What follows belongs to an exercise in optimizing a design on an open flow for small area, a short achievable clock period and few clock cycles; a production flow would make more cautious choices.
In this exercise RTL edits were held to simulation tests only and were not proved equivalent to the original.
Power and IR drop assume default switching activity.

### design/flow/design.v
module jtlvi_core (
  input             clk,
  input             rst,         
  input             bus_valid,
  input             bus_we,
  input      [7:0]  bus_addr,
  input      [31:0] bus_wdata,
  output reg        rsp_valid,
  output reg [31:0] rsp_rdata,
  output reg        rsp_err,
  output            irq
);
  localparam [31:0] ID_VALUE  = 32'hD40E0100;
  localparam [4:0]  MEM_LOG2  = 5'd8;
  localparam [36:0] MEM_BYTES = 37'd256;
  localparam [5:0] R_ID = 6'h00, R_PARAM = 6'h01, R_CTRL = 6'h02, R_STATUS = 6'h03,
                   R_CMD = 6'h04, R_ERRCODE = 6'h05, R_ERRINFO0 = 6'h06,
                   R_ERRINFO1 = 6'h07, R_ERRINFO2 = 6'h08, R_ACC = 6'h09,
                   R_CKFEED = 6'h0A, R_MEMADDR = 6'h0B, R_MEMDATA8 = 6'h0C,
                   R_MEMDATA32 = 6'h0D, R_ARG0 = 6'h10, R_ARG6 = 6'h16,
                   R_RESULT0 = 6'h18, R_RESULT1 = 6'h19, R_RESULT2 = 6'h1A;
  localparam [7:0] E_BAD_COMMAND = 8'h01, E_BOUNDS = 8'h02, E_OVERLAP = 8'h03,
                   E_TAG_RANGE = 8'h10, E_TAG_RESERVED = 8'h11, E_VALUE_LENGTH = 8'h12,
                   E_VALUE_BOUNDS = 8'h13, E_VALUE_OVERLAP = 8'h14, E_OVERFLOW = 8'h15,
                   E_DEC_SHORT = 8'h20, E_DEC_MAGIC = 8'h21, E_DEC_CHECKSUM = 8'h22,
                   E_DEC_TRUNC_HEADER = 8'h23, E_DEC_TRUNC_VALUE = 8'h24,
                   E_DEC_CAPACITY = 8'h25;
  localparam [4:0] S_IDLE      = 5'd0,
                   S_DISPATCH  = 5'd1,
                   S_CSUM      = 5'd2,
                   S_DEC_CK    = 5'd3,
                   S_DEC_CHK   = 5'd4,
                   S_DEC_REC   = 5'd5,
                   S_DEC_HDR   = 5'd6,
                   S_DEC_RCHK  = 5'd7,
                   S_DEC_WDESC = 5'd8,
                   S_ENC_VAL   = 5'd9,
                   S_ENC_VCHK  = 5'd10,
                   S_ENC_SIZE  = 5'd11,
                   S_ENC_HDR   = 5'd12,
                   S_ENC_NEXT  = 5'd13,
                   S_ENC_SEL   = 5'd14,
                   S_ENC_RDESC = 5'd15,
                   S_ENC_RHDR  = 5'd16,
                   S_ENC_COPY  = 5'd17,
                   S_ENC_TRL   = 5'd18,
                   S_ENC_PAD   = 5'd19,
                   S_ENC_CKW   = 5'd20,
                   S_ENC_PICK  = 5'd21,
                   S_ENC_RSET  = 5'd22,
                   S_ENC_RLD   = 5'd23;
  function [15:0] ck_step(input [15:0] a, input [7:0] b);
    ck_step = {a[0], a[15:1]} + {8'd0, b};
  endfunction
  function in_bounds(input [31:0] b, input [35:0] l);
    in_bounds = (l == 36'd0) || (({5'd0, b} + {1'b0, l}) <= MEM_BYTES);
  endfunction
  function overlap(input [31:0] b1, input [35:0] l1, input [31:0] b2, input [35:0] l2);
    overlap = (l1 != 36'd0) && (l2 != 36'd0) &&
              ({5'd0, b1} < ({5'd0, b2} + {1'b0, l2})) &&
              ({5'd0, b2} < ({5'd0, b1} + {1'b0, l1}));
  endfunction
  function [35:0] times12(input [31:0] k);
    times12 = {1'b0, k, 3'b000} + {2'b00, k, 2'b00};
  endfunction
  function [31:0] sat32(input [35:0] v);
    sat32 = (v[35:32] != 4'd0) ? 32'hFFFFFFFF : v[31:0];
  endfunction
  reg        ctrl_ie;
  reg        st_busy, st_done, st_busyacc, st_rangeacc;
  reg [31:0] cmd_r;
  reg [7:0]  errcode;
  reg [31:0] errinfo0, errinfo1, errinfo2;
  reg [15:0] acc;
  reg [31:0] mem_addr;
  reg [31:0] arg [0:6];
  reg [31:0] result0, result1, result2;
  reg [7:0]  mem0 [0:63];
  reg [7:0]  mem1 [0:63];
  reg [7:0]  mem2 [0:63];
  reg [7:0]  mem3 [0:63];
  assign irq = ctrl_ie & st_done;
  reg [4:0]  state;
  reg [7:0]  raddr;         
  reg [7:0]  waddr;         
  reg [15:0] ck;            
  reg [8:0]  cnt;           
  reg [3:0]  bc;            
  reg [95:0] sbuf;          
  reg [8:0]  off;           
  reg [15:0] magic_seen, ck_stored;
  reg [31:0] nrec;          
  reg [31:0] jrec;          
  reg        dpass;         
  reg        sent;
  reg [8:0]  off_end;
  reg [15:0] rtag, rlen;
  reg [4:0]  eidx;          
  reg [31:0] elen;          
  reg        etrl;          
  reg [31:0] epad;          
  reg [31:0] etot;          
  reg [4:0]  ecount;        
  reg [4:0]  esel;          
  reg        efound;
  reg [20:0] ebest;         
  reg [20:0] elast;         
  reg [8:0]  ecopy;         
  reg [31:0] epi;           
  wire [31:0] a0 = arg[0], a1 = arg[1], a2 = arg[2], a3 = arg[3];
  wire [31:0] a4 = arg[4], a5 = arg[5], a6 = arg[6];
  wire [7:0]  opc    = cmd_r[7:0];
  wire        f0     = cmd_r[8];
  wire        f1     = cmd_r[9];
  wire        rsv_ok = (cmd_r[31:10] == 22'd0);
  wire [7:0]  pa    = st_busy ? raddr : mem_addr[7:0];
  wire [5:0]  pw    = pa[7:2];
  wire [5:0]  pw1   = pa[7:2] + 6'd1;
  wire [7:0]  ld0   = mem0[(pa[1:0] <= 2'd0) ? pw : pw1];
  wire [7:0]  ld1   = mem1[(pa[1:0] <= 2'd1) ? pw : pw1];
  wire [7:0]  ld2   = mem2[(pa[1:0] <= 2'd2) ? pw : pw1];
  wire [7:0]  ld3   = mem3[pw];
  reg  [31:0] rwin;
  always @* begin
    case (pa[1:0])
      2'd0: rwin = {ld0, ld1, ld2, ld3};
      2'd1: rwin = {ld1, ld2, ld3, ld0};
      2'd2: rwin = {ld2, ld3, ld0, ld1};
      default: rwin = {ld3, ld0, ld1, ld2};
    endcase
  end
  wire [7:0]  rb0 = rwin[31:24], rb1 = rwin[23:16], rb2 = rwin[15:8], rb3 = rwin[7:0];
  wire [7:0]  rbyte = rb0;
  wire [35:0] jrec12 = times12(jrec);
  reg        e_we;
  reg [7:0]  e_wd;
  wire [5:0] widx    = bus_addr[7:2];
  wire       aligned = (bus_addr[1:0] == 2'b00);
  reg        mapped;
  always @* begin
    mapped = 1'b0;
    if (widx <= R_MEMDATA32) mapped = 1'b1;
    if (widx >= R_ARG0 && widx <= R_ARG6) mapped = 1'b1;
    if (widx >= R_RESULT0 && widx <= R_RESULT2) mapped = 1'b1;
  end
  wire h_ok  = bus_valid && aligned && mapped && !rst;
  wire h_wr  = h_ok && bus_we;
  wire h_rd  = h_ok && !bus_we;
  wire m8_inr  = ({1'b0, mem_addr} + 33'd1) <= 33'd256;
  wire m32_inr = ({1'b0, mem_addr} + 33'd4) <= 33'd256;
  wire [7:0] ma  = mem_addr[7:0];
  wire [31:0] mword = rwin;
  wire h_m8w  = h_wr && (widx == R_MEMDATA8)  && !st_busy && m8_inr;
  wire h_m32w = h_wr && (widx == R_MEMDATA32) && !st_busy && m32_inr;
  wire srst = h_wr && (widx == R_CTRL) && bus_wdata[1];
  reg [31:0] rdata;
  always @* begin
    rdata = 32'd0;
    case (widx)
      R_ID:        rdata = ID_VALUE;
      R_PARAM:     rdata = {27'd0, MEM_LOG2};
      R_CTRL:      rdata = {31'd0, ctrl_ie};
      R_STATUS:    rdata = {27'd0, st_rangeacc, st_busyacc, (errcode != 8'd0), st_done, st_busy};
      R_CMD:       rdata = cmd_r;
      R_ERRCODE:   rdata = {24'd0, errcode};
      R_ERRINFO0:  rdata = errinfo0;
      R_ERRINFO1:  rdata = errinfo1;
      R_ERRINFO2:  rdata = errinfo2;
      R_ACC:       rdata = {16'd0, acc};
      R_MEMADDR:   rdata = mem_addr;
      R_MEMDATA8:  rdata = (!st_busy && m8_inr)  ? {24'd0, rb0} : 32'd0;
      R_MEMDATA32: rdata = (!st_busy && m32_inr) ? mword : 32'd0;
      R_RESULT0:   rdata = result0;
      R_RESULT1:   rdata = result1;
      R_RESULT2:   rdata = result2;
      default:     if (widx >= R_ARG0 && widx <= R_ARG6) rdata = arg[widx[2:0]];
    endcase
  end
  always @(posedge clk) begin
    if (rst) begin
      rsp_valid <= 1'b0;
      rsp_rdata <= 32'd0;
      rsp_err   <= 1'b0;
    end else begin
      rsp_valid <= bus_valid;
      rsp_err   <= bus_valid && !(aligned && mapped);
      rsp_rdata <= h_rd ? rdata : 32'd0;
    end
  end
  reg        lwe [0:3];
  reg [5:0]  lwa [0:3];
  reg [7:0]  lwd [0:3];
  integer L;
  always @* begin
    for (L = 0; L < 4; L = L + 1) begin
      lwe[L] = 1'b0;
      lwa[L] = 6'd0;
      lwd[L] = 8'd0;
      if (h_m32w) begin
        lwe[L] = 1'b1;
        lwa[L] = (L[1:0] >= ma[1:0]) ? ma[7:2] : ma[7:2] + 6'd1;
        case (L[1:0] - ma[1:0])
          2'd0: lwd[L] = bus_wdata[31:24];
          2'd1: lwd[L] = bus_wdata[23:16];
          2'd2: lwd[L] = bus_wdata[15:8];
          default: lwd[L] = bus_wdata[7:0];
        endcase
      end else if (h_m8w) begin
        lwe[L] = (L[1:0] == ma[1:0]);
        lwa[L] = ma[7:2];
        lwd[L] = bus_wdata[7:0];
      end else if (e_we && !rst && !srst) begin
        lwe[L] = (L[1:0] == waddr[1:0]);
        lwa[L] = waddr[7:2];
        lwd[L] = e_wd;
      end
    end
  end
  always @(posedge clk) begin
    if (lwe[0]) mem0[lwa[0]] <= lwd[0];
    if (lwe[1]) mem1[lwa[1]] <= lwd[1];
    if (lwe[2]) mem2[lwa[2]] <= lwd[2];
    if (lwe[3]) mem3[lwa[3]] <= lwd[3];
  end
  wire        enc_t   = f1 || ((a4 != 32'd0) && (elen < a4));
  wire [31:0] enc_m   = elen + (enc_t ? 32'd4 : 32'd0);
  wire [31:0] enc_p   = ((a4 != 32'd0) && (enc_m < a4)) ? (a4 - enc_m) : 32'd0;
  wire [31:0] enc_tot = enc_m + enc_p;
  wire [31:0] d_tag   = sbuf[95:64];
  wire [31:0] d_vlen  = sbuf[63:32];
  wire [31:0] d_vaddr = sbuf[31:0];
  always @* begin
    e_we = 1'b0;
    e_wd = 8'd0;
    case (state)
      S_DEC_WDESC: begin e_we = 1'b1; e_wd = sbuf[95:88]; end
      S_ENC_HDR: begin
        e_we = 1'b1;
        case (bc[1:0])
          2'd0: e_wd = 8'hD4;
          2'd1: e_wd = 8'h0E;
          default: e_wd = 8'h00;
        endcase
      end
      S_ENC_RHDR: begin
        e_we = 1'b1;
        case (bc[1:0])
          2'd0: e_wd = rtag[15:8];
          2'd1: e_wd = rtag[7:0];
          2'd2: e_wd = rlen[15:8];
          default: e_wd = rlen[7:0];
        endcase
      end
      S_ENC_COPY: begin e_we = (ecopy != 9'd0); e_wd = rbyte; end
      S_ENC_TRL:  begin e_we = 1'b1; e_wd = bc[1] ? 8'h00 : 8'hFF; end
      S_ENC_PAD:  begin e_we = (cnt != 9'd0); e_wd = (a6 == 32'd0) ? 8'h00 : rbyte; end
      S_ENC_CKW:  begin e_we = 1'b1; e_wd = bc[0] ? ck[7:0] : ck[15:8]; end
      default: ;
    endcase
  end
  integer i;
  always @(posedge clk) begin
    if (rst || srst) begin
      ctrl_ie     <= 1'b0;
      st_busy     <= 1'b0;
      st_done     <= 1'b0;
      st_busyacc  <= 1'b0;
      st_rangeacc <= 1'b0;
      cmd_r       <= 32'd0;
      errcode     <= 8'd0;
      errinfo0    <= 32'd0;
      errinfo1    <= 32'd0;
      errinfo2    <= 32'd0;
      acc         <= 16'd0;
      mem_addr    <= 32'd0;
      for (i = 0; i < 7; i = i + 1) arg[i] <= 32'd0;
      result0     <= 32'd0;
      result1     <= 32'd0;
      result2     <= 32'd0;
      state       <= S_IDLE;
    end else begin
      if (h_wr) begin
        case (widx)
          R_CTRL:   ctrl_ie <= bus_wdata[0];
          R_STATUS: begin
            if (bus_wdata[1]) st_done     <= 1'b0;
            if (bus_wdata[3]) st_busyacc  <= 1'b0;
            if (bus_wdata[4]) st_rangeacc <= 1'b0;
          end
          R_CMD, R_ACC, R_CKFEED, R_MEMADDR, R_MEMDATA8, R_MEMDATA32,
          6'h10, 6'h11, 6'h12, 6'h13, 6'h14, 6'h15, 6'h16: begin
            if (st_busy) begin
              st_busyacc <= 1'b1;
            end else begin
              case (widx)
                R_CMD: begin
                  cmd_r    <= bus_wdata;
                  st_done  <= 1'b0;
                  errcode  <= 8'd0;
                  errinfo0 <= 32'd0;
                  errinfo1 <= 32'd0;
                  errinfo2 <= 32'd0;
                  result0  <= 32'd0;
                  result1  <= 32'd0;
                  result2  <= 32'd0;
                  st_busy  <= 1'b1;
                  state    <= S_DISPATCH;
                end
                R_ACC:     acc <= bus_wdata[15:0];
                R_CKFEED:  acc <= ck_step(acc, bus_wdata[7:0]);
                R_MEMADDR: mem_addr <= bus_wdata;
                R_MEMDATA8: begin
                  if (m8_inr) mem_addr <= mem_addr + 32'd1;
                  else        st_rangeacc <= 1'b1;
                end
                R_MEMDATA32: begin
                  if (m32_inr) mem_addr <= mem_addr + 32'd4;
                  else         st_rangeacc <= 1'b1;
                end
                default: arg[widx[2:0]] <= bus_wdata;
              endcase
            end
          end
          default: ;
        endcase
      end
      if (h_rd && (widx == R_MEMDATA8 || widx == R_MEMDATA32)) begin
        if (st_busy)
          st_busyacc <= 1'b1;
        else if (widx == R_MEMDATA8) begin
          if (m8_inr) mem_addr <= mem_addr + 32'd1;
          else        st_rangeacc <= 1'b1;
        end else begin
          if (m32_inr) mem_addr <= mem_addr + 32'd4;
          else         st_rangeacc <= 1'b1;
        end
      end
      case (state)
        S_IDLE: ;
        S_DISPATCH: begin
          if (opc == 8'h01 && rsv_ok && !f1) begin
            if (!in_bounds(a0, {4'd0, a1}))
              fail(E_BOUNDS, 32'd1, a0, a1);
            else begin
              ck    <= f0 ? acc : 16'd0;
              raddr <= a0[7:0];
              cnt   <= a1[8:0];
              state <= S_CSUM;
            end
          end else if (opc == 8'h02 && rsv_ok) begin
            if (!in_bounds(a0, times12(a1)))
              fail(E_BOUNDS, 32'd2, a0, sat32(times12(a1)));
            else if (!in_bounds(a2, {4'd0, a3}))
              fail(E_BOUNDS, 32'd3, a2, a3);
            else if (!in_bounds(a5, {4'd0, a6}))
              fail(E_BOUNDS, 32'd4, a5, a6);
            else if (overlap(a0, times12(a1), a2, {4'd0, a3}))
              fail(E_OVERLAP, 32'd2, 32'd3, 32'd0);
            else if (overlap(a5, {4'd0, a6}, a2, {4'd0, a3}))
              fail(E_OVERLAP, 32'd4, 32'd3, 32'd0);
            else begin
              eidx  <= 5'd0;
              elen  <= 32'd4;
              raddr <= a0[7:0];
              bc    <= 4'd0;
              state <= (a1 == 32'd0) ? S_ENC_SIZE : S_ENC_VAL;
            end
          end else if (opc == 8'h03 && rsv_ok && !f0 && !f1) begin
            if (!in_bounds(a0, {4'd0, a1}))
              fail(E_BOUNDS, 32'd6, a0, a1);
            else if (!in_bounds(a2, times12(a3)))
              fail(E_BOUNDS, 32'd7, a2, sat32(times12(a3)));
            else if (overlap(a0, {4'd0, a1}, a2, times12(a3)))
              fail(E_OVERLAP, 32'd6, 32'd7, 32'd0);
            else if (a1 < 32'd4)
              fail(E_DEC_SHORT, a1, 32'd0, 32'd0);
            else begin
              ck    <= 16'd0;
              raddr <= a0[7:0];
              cnt   <= 9'd0;
              state <= S_DEC_CK;
            end
          end else begin
            fail(E_BAD_COMMAND, cmd_r, 32'd0, 32'd0);
          end
        end
        S_CSUM: begin
          if (cnt == 9'd0) begin
            acc     <= ck;
            result0 <= {16'd0, ck};
            result1 <= a1;
            result2 <= 32'd0;
            finish_ok();
          end else begin
            ck    <= ck_step(ck, rbyte);
            raddr <= raddr + 8'd1;
            cnt   <= cnt - 9'd1;
          end
        end
        S_DEC_CK: begin
          ck <= ck_step(ck, (cnt == 9'd2 || cnt == 9'd3) ? 8'd0 : rbyte);
          case (cnt)
            9'd0: magic_seen[15:8] <= rbyte;
            9'd1: magic_seen[7:0]  <= rbyte;
            9'd2: ck_stored[15:8]  <= rbyte;
            9'd3: ck_stored[7:0]   <= rbyte;
            default: ;
          endcase
          raddr <= raddr + 8'd1;
          cnt   <= cnt + 9'd1;
          if ({23'd0, cnt} == a1 - 32'd1)
            state <= S_DEC_CHK;
        end
        S_DEC_CHK: begin
          if (magic_seen != 16'hD40E)
            fail(E_DEC_MAGIC, 32'd0, {16'd0, magic_seen}, 32'h0000D40E);
          else if (ck != ck_stored)
            fail(E_DEC_CHECKSUM, 32'd0, {16'd0, ck}, {16'd0, ck_stored});
          else begin
            off   <= 9'd4;
            nrec  <= 32'd0;
            jrec  <= 32'd0;
            dpass <= 1'b0;
            sent  <= 1'b0;
            state <= S_DEC_REC;
          end
        end
        S_DEC_REC: begin
          if (dpass) begin
            if (jrec == nrec)
              finish_decode();
            else begin
              raddr <= a0[7:0] + off[7:0];
              bc    <= 4'd0;
              state <= S_DEC_HDR;
            end
          end else if ({23'd0, off} >= a1) begin
            end_pass0(1'b0);
          end else if (a1 - {23'd0, off} < 32'd4) begin
            fail(E_DEC_TRUNC_HEADER, {23'd0, off}, a1 - {23'd0, off}, 32'd0);
          end else begin
            raddr <= a0[7:0] + off[7:0];
            bc    <= 4'd0;
            state <= S_DEC_HDR;
          end
        end
        S_DEC_HDR: begin
          raddr <= raddr + 8'd1;
          bc    <= bc + 4'd1;
          case (bc[1:0])
            2'd0: rtag[15:8] <= rbyte;
            2'd1: begin
              rtag[7:0] <= rbyte;
              if (!dpass && rtag[15:8] == 8'hFF && rbyte == 8'hFF)
                end_pass0(1'b1);
            end
            2'd2: rlen[15:8] <= rbyte;
            default: begin
              rlen[7:0] <= rbyte;
              state     <= S_DEC_RCHK;
            end
          endcase
        end
        S_DEC_RCHK: begin
          if (!dpass) begin
            if (a1 - {23'd0, off} - 32'd4 < {16'd0, rlen})
              fail(E_DEC_TRUNC_VALUE, {23'd0, off}, {16'd0, rtag}, {16'd0, rlen});
            else if (nrec == a3)
              fail(E_DEC_CAPACITY, {23'd0, off}, a3, 32'd0);
            else begin
              nrec  <= nrec + 32'd1;
              off   <= off + 9'd4 + rlen[8:0];
              state <= S_DEC_REC;
            end
          end else begin
            sbuf  <= {16'd0, rtag, 16'd0, rlen, a0 + {23'd0, off} + 32'd4};
            waddr <= a2[7:0] + jrec12[7:0];
            bc    <= 4'd0;
            state <= S_DEC_WDESC;
          end
        end
        S_DEC_WDESC: begin
          sbuf  <= {sbuf[87:0], 8'd0};
          waddr <= waddr + 8'd1;
          bc    <= bc + 4'd1;
          if (bc == 4'd11) begin
            jrec  <= jrec + 32'd1;
            off   <= off + 9'd4 + rlen[8:0];
            state <= S_DEC_REC;
          end
        end
        S_ENC_VAL: begin
          sbuf  <= {sbuf[87:0], rbyte};
          raddr <= raddr + 8'd1;
          bc    <= bc + 4'd1;
          if (bc == 4'd11) state <= S_ENC_VCHK;
        end
        S_ENC_VCHK: begin
          if (d_tag > 32'd65535)
            fail(E_TAG_RANGE, {27'd0, eidx}, d_tag, 32'd0);
          else if (d_tag == 32'd65535)
            fail(E_TAG_RESERVED, {27'd0, eidx}, d_tag, 32'd0);
          else if (d_vlen > 32'd65535)
            fail(E_VALUE_LENGTH, {27'd0, eidx}, d_tag, d_vlen);
          else if (!in_bounds(d_vaddr, {4'd0, d_vlen}))
            fail(E_VALUE_BOUNDS, {27'd0, eidx}, d_tag, d_vaddr);
          else if (overlap(d_vaddr, {4'd0, d_vlen}, a2, {4'd0, a3}))
            fail(E_VALUE_OVERLAP, {27'd0, eidx}, d_tag, d_vaddr);
          else begin
            elen <= elen + 32'd4 + d_vlen;
            eidx <= eidx + 5'd1;
            bc   <= 4'd0;
            state <= ({27'd0, eidx} + 32'd1 == a1) ? S_ENC_SIZE : S_ENC_VAL;
          end
        end
        S_ENC_SIZE: begin
          if (enc_tot > a3)
            fail(E_OVERFLOW, 32'd0, enc_tot, a3);
          else begin
            etrl   <= enc_t;
            epad   <= enc_p;
            etot   <= enc_tot;
            ck     <= 16'd0;
            waddr  <= a2[7:0];
            bc     <= 4'd0;
            ecount <= 5'd0;
            state  <= S_ENC_HDR;
          end
        end
        S_ENC_HDR: begin
          ck    <= ck_step(ck, e_wd);
          waddr <= waddr + 8'd1;
          bc    <= bc + 4'd1;
          if (bc == 4'd3) state <= S_ENC_NEXT;
        end
        S_ENC_NEXT: begin
          bc <= 4'd0;
          if ({27'd0, ecount} == a1) begin
            state <= etrl ? S_ENC_TRL : S_ENC_PAD;
            epi   <= 32'd0;
            cnt   <= epad[8:0];
            raddr <= a5[7:0];
          end else if (f0) begin
            eidx   <= 5'd0;
            efound <= 1'b0;
            raddr  <= a0[7:0] + 8'd2;
            state  <= S_ENC_SEL;
          end else begin
            esel  <= ecount;
            state <= S_ENC_RSET;
          end
        end
        S_ENC_SEL: begin
          bc <= bc + 4'd1;
          if (bc[0] == 1'b0) begin
            rtag[15:8] <= rbyte;
            raddr      <= raddr + 8'd1;
          end else begin
            if ((ecount == 5'd0 || {rtag[15:8], rbyte, eidx} > elast) &&
                (!efound || {rtag[15:8], rbyte, eidx} < ebest)) begin
              efound <= 1'b1;
              ebest  <= {rtag[15:8], rbyte, eidx};
            end
            eidx  <= eidx + 5'd1;
            raddr <= raddr + 8'd11;
            if ({27'd0, eidx} + 32'd1 == a1)
              state <= S_ENC_PICK;
          end
        end
        S_ENC_PICK: begin
          esel  <= ebest[4:0];
          state <= S_ENC_RSET;
        end
        S_ENC_RSET: begin
          raddr <= a0[7:0] + {esel, 3'b000} + {1'b0, esel, 2'b00};
          bc    <= 4'd0;
          state <= S_ENC_RDESC;
        end
        S_ENC_RDESC: begin
          sbuf  <= {sbuf[87:0], rbyte};
          raddr <= raddr + 8'd1;
          bc    <= bc + 4'd1;
          if (bc == 4'd11) state <= S_ENC_RLD;
        end
        S_ENC_RLD: begin
          rtag  <= d_tag[15:0];
          rlen  <= d_vlen[15:0];
          raddr <= d_vaddr[7:0];
          ecopy <= d_vlen[8:0];
          bc    <= 4'd0;
          state <= S_ENC_RHDR;
        end
        S_ENC_RHDR: begin
          ck    <= ck_step(ck, e_wd);
          waddr <= waddr + 8'd1;
          bc    <= bc + 4'd1;
          if (bc == 4'd3) state <= S_ENC_COPY;
        end
        S_ENC_COPY: begin
          if (ecopy == 9'd0) begin
            elast  <= {rtag, esel};
            ecount <= ecount + 5'd1;
            state  <= S_ENC_NEXT;
          end else begin
            ck    <= ck_step(ck, e_wd);
            raddr <= raddr + 8'd1;
            waddr <= waddr + 8'd1;
            ecopy <= ecopy - 9'd1;
          end
        end
        S_ENC_TRL: begin
          ck    <= ck_step(ck, e_wd);
          waddr <= waddr + 8'd1;
          bc    <= bc + 4'd1;
          if (bc == 4'd3) state <= S_ENC_PAD;
        end
        S_ENC_PAD: begin
          if (cnt == 9'd0) begin
            waddr <= a2[7:0] + 8'd2;
            bc    <= 4'd0;
            state <= S_ENC_CKW;
          end else begin
            ck    <= ck_step(ck, e_wd);
            waddr <= waddr + 8'd1;
            cnt   <= cnt - 9'd1;
            if (epi + 32'd1 == a6) begin
              epi   <= 32'd0;
              raddr <= a5[7:0];
            end else begin
              epi   <= epi + 32'd1;
              raddr <= raddr + 8'd1;
            end
          end
        end
        S_ENC_CKW: begin
          waddr <= waddr + 8'd1;
          bc    <= bc + 4'd1;
          if (bc == 4'd1) begin
            acc     <= ck;
            result0 <= etot;
            result1 <= epad;
            result2 <= {30'd0, etrl & !f1, etrl};
            finish_ok();
          end
        end
        default: state <= S_IDLE;
      endcase
    end
  end
  task fail(input [7:0] code, input [31:0] i0, input [31:0] i1, input [31:0] i2);
    begin
      errcode  <= code;
      errinfo0 <= i0;
      errinfo1 <= i1;
      errinfo2 <= i2;
      st_busy  <= 1'b0;
      st_done  <= 1'b1;
      state    <= S_IDLE;
    end
  endtask
  task finish_ok;
    begin
      st_busy <= 1'b0;
      st_done <= 1'b1;
      state   <= S_IDLE;
    end
  endtask
  task finish_decode;
    begin
      acc     <= ck;
      result0 <= nrec;
      result1 <= {23'd0, off_end};
      result2 <= {31'd0, sent};
      finish_ok();
    end
  endtask
  task end_pass0(input s);
    begin
      sent    <= s;
      off_end <= off;
      dpass   <= 1'b1;
      off     <= 9'd4;
      jrec    <= 32'd0;
      state   <= S_DEC_REC;
    end
  endtask
endmodule
### design/flow/constraint.sdc
create_clock -name core_clock -period 14.0 [get_ports {clk}]
set_input_delay 2.8000 -clock core_clock [delete_from_list [all_inputs] [get_ports {clk}]]
set_output_delay 2.8000 -clock core_clock [all_outputs]
set_load 0.01 [all_outputs]
### design/flow/run.sh
#!/bin/bash
# synth_recipe.tcl (not shown) runs the flow's synth.tcl, then flattens the netlist and writes it again
# the make line also repeats each setting of config.mk as NAME=value (left out here)
make -C /OpenROAD-flow-scripts/flow DESIGN_CONFIG=/design/flow/config.mk WORK_HOME=/design/flow/orfs CLKGATE_MAP_FILE= SYNTH_SCRIPT=/design/flow/synth_recipe.tcl finish
### design/flow/config.mk
export PLATFORM = sky130hd
export DESIGN_NAME = jtlvi_core
export DESIGN_NICKNAME = jtlvi_core
export VERILOG_FILES = /design/flow/design.v
export SDC_FILE = /design/flow/constraint.sdc
export NUM_CORES = 8
export LEC_CHECK = 0
export CAP_MARGIN = 20
export CORE_MARGIN = 2
export CORE_UTILIZATION = 28
export PLACE_DENSITY = 0.45
export SLEW_MARGIN = 20
==> impl_metrics.yaml <==
cells_and_area:
  nets: 18600
  layout-drive-gt1-share_pct: 12.7
  fin_cells: 26700
  synthToLayoutAreaGrowth_pct: 15.9
  fillers: 66200
  multi_input_area_mm2: 0.0865
  regArea_mm2: 0.0899
  finalCoreUtilization_pct: 32.6
clocking:
  worstSkewPairLatency_ns: 1.08
  cts_max_level: 5
  cts.clk_slew.worst_paths_ns: 0.06
  cts_sinks: 3113
  cts_tree: "yes"
  cts_root_buf: "clkbuf_16"
  cts_made_buffers: 371
  clockBufferDepth: 4
power_and_ir_drop:
  p_leak_nw: 74.3
  max-vdd-ir-drop_mv: 0.120
  power.density_mw_per_mm2: 102
timing:
  fmax_mhz: 73.8
  clock_skew_ns: 0.177
  setup_tns_ns: 0
  slew_viol_final: 0
  finalHoldWorstSlack_ns: 0.452
  finalHoldViolCount: 0
  fin_crit_sh_pct: 96.8
  worstMarginPinSlew_ns: 1.36
  slew_headroom_pct: 8.92
  period_minus_slack_ns: 13.55
  setup_viol: 0
critical_path:
  crit_path_max_fanout: 5
  start_kind: "flip-flop"
  startpoint: "elen[1]$_SDFFCE_PN0P_"
  cp_slowest_stage_delay_ns: 0.43
  cpMostUsedCell: "o21a_1"
  end_kind: "flip-flop"
  slowest_stage: "o41a_1"
  path_delay_family: "compound AO/OA/AOI/OAI gates"
  cp.required_ns: 14.96
  crit_type: "reg2reg"
  crit_buf_inv: 11
  crit_arrival_ns: 14.51
  rr_startpoint: "elen[1]$_SDFFCE_PN0P_"
grt:
  use_met2_pct: 43.3
  grtUsageMet3_pct: 8.77
  grt_usage_pct: 30.8
  use_met1_pct: 40.4
  grt_pass1_vias: 147000
  grt.busiest_layer: "met2"
  grt_start_max_net_pins: 124
  grt_overflow: 0
  antenna_found_initial: 205
  grt_pass1_wl_um: 1380000
synth:
  synth.avg_cell_area_um2: 10.5
  yosys_warnings: 4
  yosysSeqAreaShare_pct: 49.6
  synth_top_family_by_area: "compound AO/OA/AOI/OAI gates"
  synth_compound_area_share_pct: 17.1
  synthAdderAreaFrac_pct: 6.59
  async_reset_ff_share_pct: 0
  synth-xor-area-share_pct: 3.41
  syn-cell-area_mm2: 0.181
  synth-simple-area-share_pct: 15.1
  yosys_most_used_dff: "edfxtp_1"
  synth-edff-count: 2757
  synth_seq_cells: 3113
  synth_cells: 17200
  synthMuxAreaShare_pct: 4.67
  ys_types: 126
placed_design:
  gp_congestion: 1.08
  dp_cells: 25800
  io_buffers: 78
  dp_hpwl_um: 772000
floorplan:
  fp.dieArea_mm2: 0.654
  die_y_um: 808
  rows: 295
  core-area_mm2: 0.645
  die_w_um: 808
  io_pins: 79
  initial_core_util_pct: 28.1
min_path:
  hp-start: "epad[14]$_DFFE_PP_"
  hold_class: "reg2reg"
route:
  drc: 0
  via_per_inst: 6.07
  drtIter0Drc: 24500
  drt-total-wl_um: 1050000
  via_count: 162000
  wl_per_cell_um: 39.5
  drt_first_pass_iters: 10
  postRouteAntennaNets: 0
run_status:
  status: "complete, no violations"
flow_run:
  drv_cap: 0
-- synthesized netlist by cell type (116+ instances only) --
master	instances	area [um2]
a31oi_1	242	1510
ha_1	905	11300
nand4_1	231	1450
and2_1	219	1370
o211ai_1	173	1300
a222oi_1	116	1160
mux2i_1	215	2150
a22oi_1	155	1160
nor3_1	249	1250
nor4_1	125	782
a21o_1	298	2240
a311oi_1	168	1470
a21oi_1	965	4830
nand3_1	652	3260
buf_2	189	946
nand2_1	2133	8010
xnor2_1	416	3640
mux4_2	247	5560
o21ai_0	792	3960
edfxtp_1	2757	82800
inv_1	485	1820
clkbuf_1	733	2750
and3_1	299	1870
o221ai_1	158	1380
dfxtp_1	356	7130
a221oi_1	153	1340
nor2_1	1366	5130
xor2_1	281	2460
a211oi_1	236	1770
-- worst register-to-register path, delay by kind of cell, from the launching register on --
family / cells / cell delay (ns)
AO/OA/AOI/OAI: 36 / 6.71
XOR/XNOR: 1 / 0.21
adder cells (fa/ha/maj): 6 / 1.65
buffers and inverters: 11 / 1.66
flip-flops: 1 / 0.39
multiplexers: 1 / 0.24
AND/OR/NAND/NOR: 15 / 2.63
-- final cells by class --
class / count / share of cell area (%)
Sequential cell: 3113 / 42.8
Multi-Input combinational cell: 12500 / 41.2
Tap cell: 8613 / 5.13
Clock buffer: 469 / 4.72
Timing Repair Buffer: 1083 / 4.10
Clock inverter: 210 / 0.973
Inverter: 491 / 0.882
Antenna cell: 188 / 0.224
-- what timing repair did --
action | CTS | global route
endpoints found under the hold margin | 0 | 0
pin swaps | 1 | 18
buffers inserted | 1 | 2
endpoints found under the setup margin | 131 | 206
hold buffers | 0 | 0
gates resized for setup | 11 | 41
-- power by group --
group          leakage (nW)  switching [mW]  internal, mW
registers              28.2          0.0286          9.99
clock network          5.82            4.32          5.53
logic                  40.3            1.07         0.437
total                  74.3            5.42          16.0
-- cells in the final DEF, fill, tap and decap left out, types with 93 or more instances in the layout --
master,instances
o21ai_0,751
nor2_1,1334
o221ai_1,156
and3_1,297
a211oi_1,228
inv_1,484
a222oi_1,116
xor2_1,280
diode_2,188
and2_1,216
o22ai_1,107
dfxtp_1,347
nand3_1,641
mux2i_1,209
o21a_1,110
a21o_1,292
nor4_1,116
nand2_1,2121
clkbuf_16,377
a22oi_1,155
nand2b_1,93
a21oi_1,954
mux4_2,247
a311oi_1,168
edfxtp_1,2757
o211ai_1,173
nor3_1,234
buf_4,975
a31oi_1,241
a221oi_1,151
ha_1,903
nand4_1,231
xnor2_1,406
-- metrics by stage --
step / power [mW] / cell area (um2) / worst slack (ns)
global placement: 11.6 / 197000 / -0.486
global route: 21.8 / 210000 / -0.0480
CTS: 21.4 / 209000 / 0.0409
floorplan: 10.9 / 181000 / 0.157
detailed placement: 11.6 / 197000 / -0.486
finish: 21.4 / 210000 / 0.449
-- kinds of logic (layout without fill, tap and decap cells) --
logic type | count (synthesis) | in the layout
AND/OR/NAND/NOR | 5847 | 5847
AO/OA/AOI/OAI | 4499 | 4499
flip-flops | 3113 | 3113
buffers and inverters | 1575 | 2253
adder cells (fa/ha/maj) | 936 | 936
XOR/XNOR | 701 | 701
multiplexers | 527 | 527
other | 1 | 220
-- worst paths after layout --
check / endpoint / slack [ns] / cells past startpoint
setup / recovery: errinfo2[9]$_SDFF_PP0_ / 0.45 / 70
hold / removal: result1[14]$_SDFF_PP0_ / 0.45 / 2
setup reg to reg: errinfo2[9]$_SDFF_PP0_ / 0.45 / 70
hold reg to reg: result1[14]$_SDFF_PP0_ / 0.45 / 2
-- flip-flops by register name, summed over array words and instances, names as in the netlist, 96 cells and up --
| register | flops |
|---|---|
| mem0 | 512 |
| mem1 | 512 |
| mem2 | 512 |
| mem3 | 512 |
| arg | 256 |
| sbuf | 96 |
-- layer usage --
| metal | up-vias | wire, um |
|---|---|---|
| li1 | 66700 | - |
| met1 | 82400 | 427000 |
| met2 | 10300 | 429000 |
| met3 | 2533 | 109000 |
| met4 | 52 | 89200 |
| met5 | - | 379 |
Testbench counts, summed over its fixed seeds: cycles 107,709.

-- re-timing with driven ports --
The results above use ideal ports. As a check the final layout listed here was re-extracted and re-timed, cells and wires unchanged. Step 1 (the two cells are an assumption about what drives the block):
set clk [get_ports {clk}]
set_driving_cell -lib_cell sky130_fd_sc_hd__clkbuf_16 $clk
set_driving_cell -lib_cell sky130_fd_sc_hd__buf_2 [delete_from_list [all_inputs] $clk]
Step 2 moves the port delays by t, midway between the first and last clock arrival at a register: inputs arrive t later, outputs are due t later. That takes back most of the time a late clock gives input paths. Three values: ideal ports, drivers, drivers and shift; two values: the first two.
shift t [ns]: 1.137
setup WS [ns]: 0.449 / 0.449 / 0.449
slew at the worst register clock pin (ns): 0.07 / 0.07
After both steps setup and hold are still met in this run. For this run, drivers alone change the setup slack by 0.000 ns; drivers and shift together by 0.000 ns.
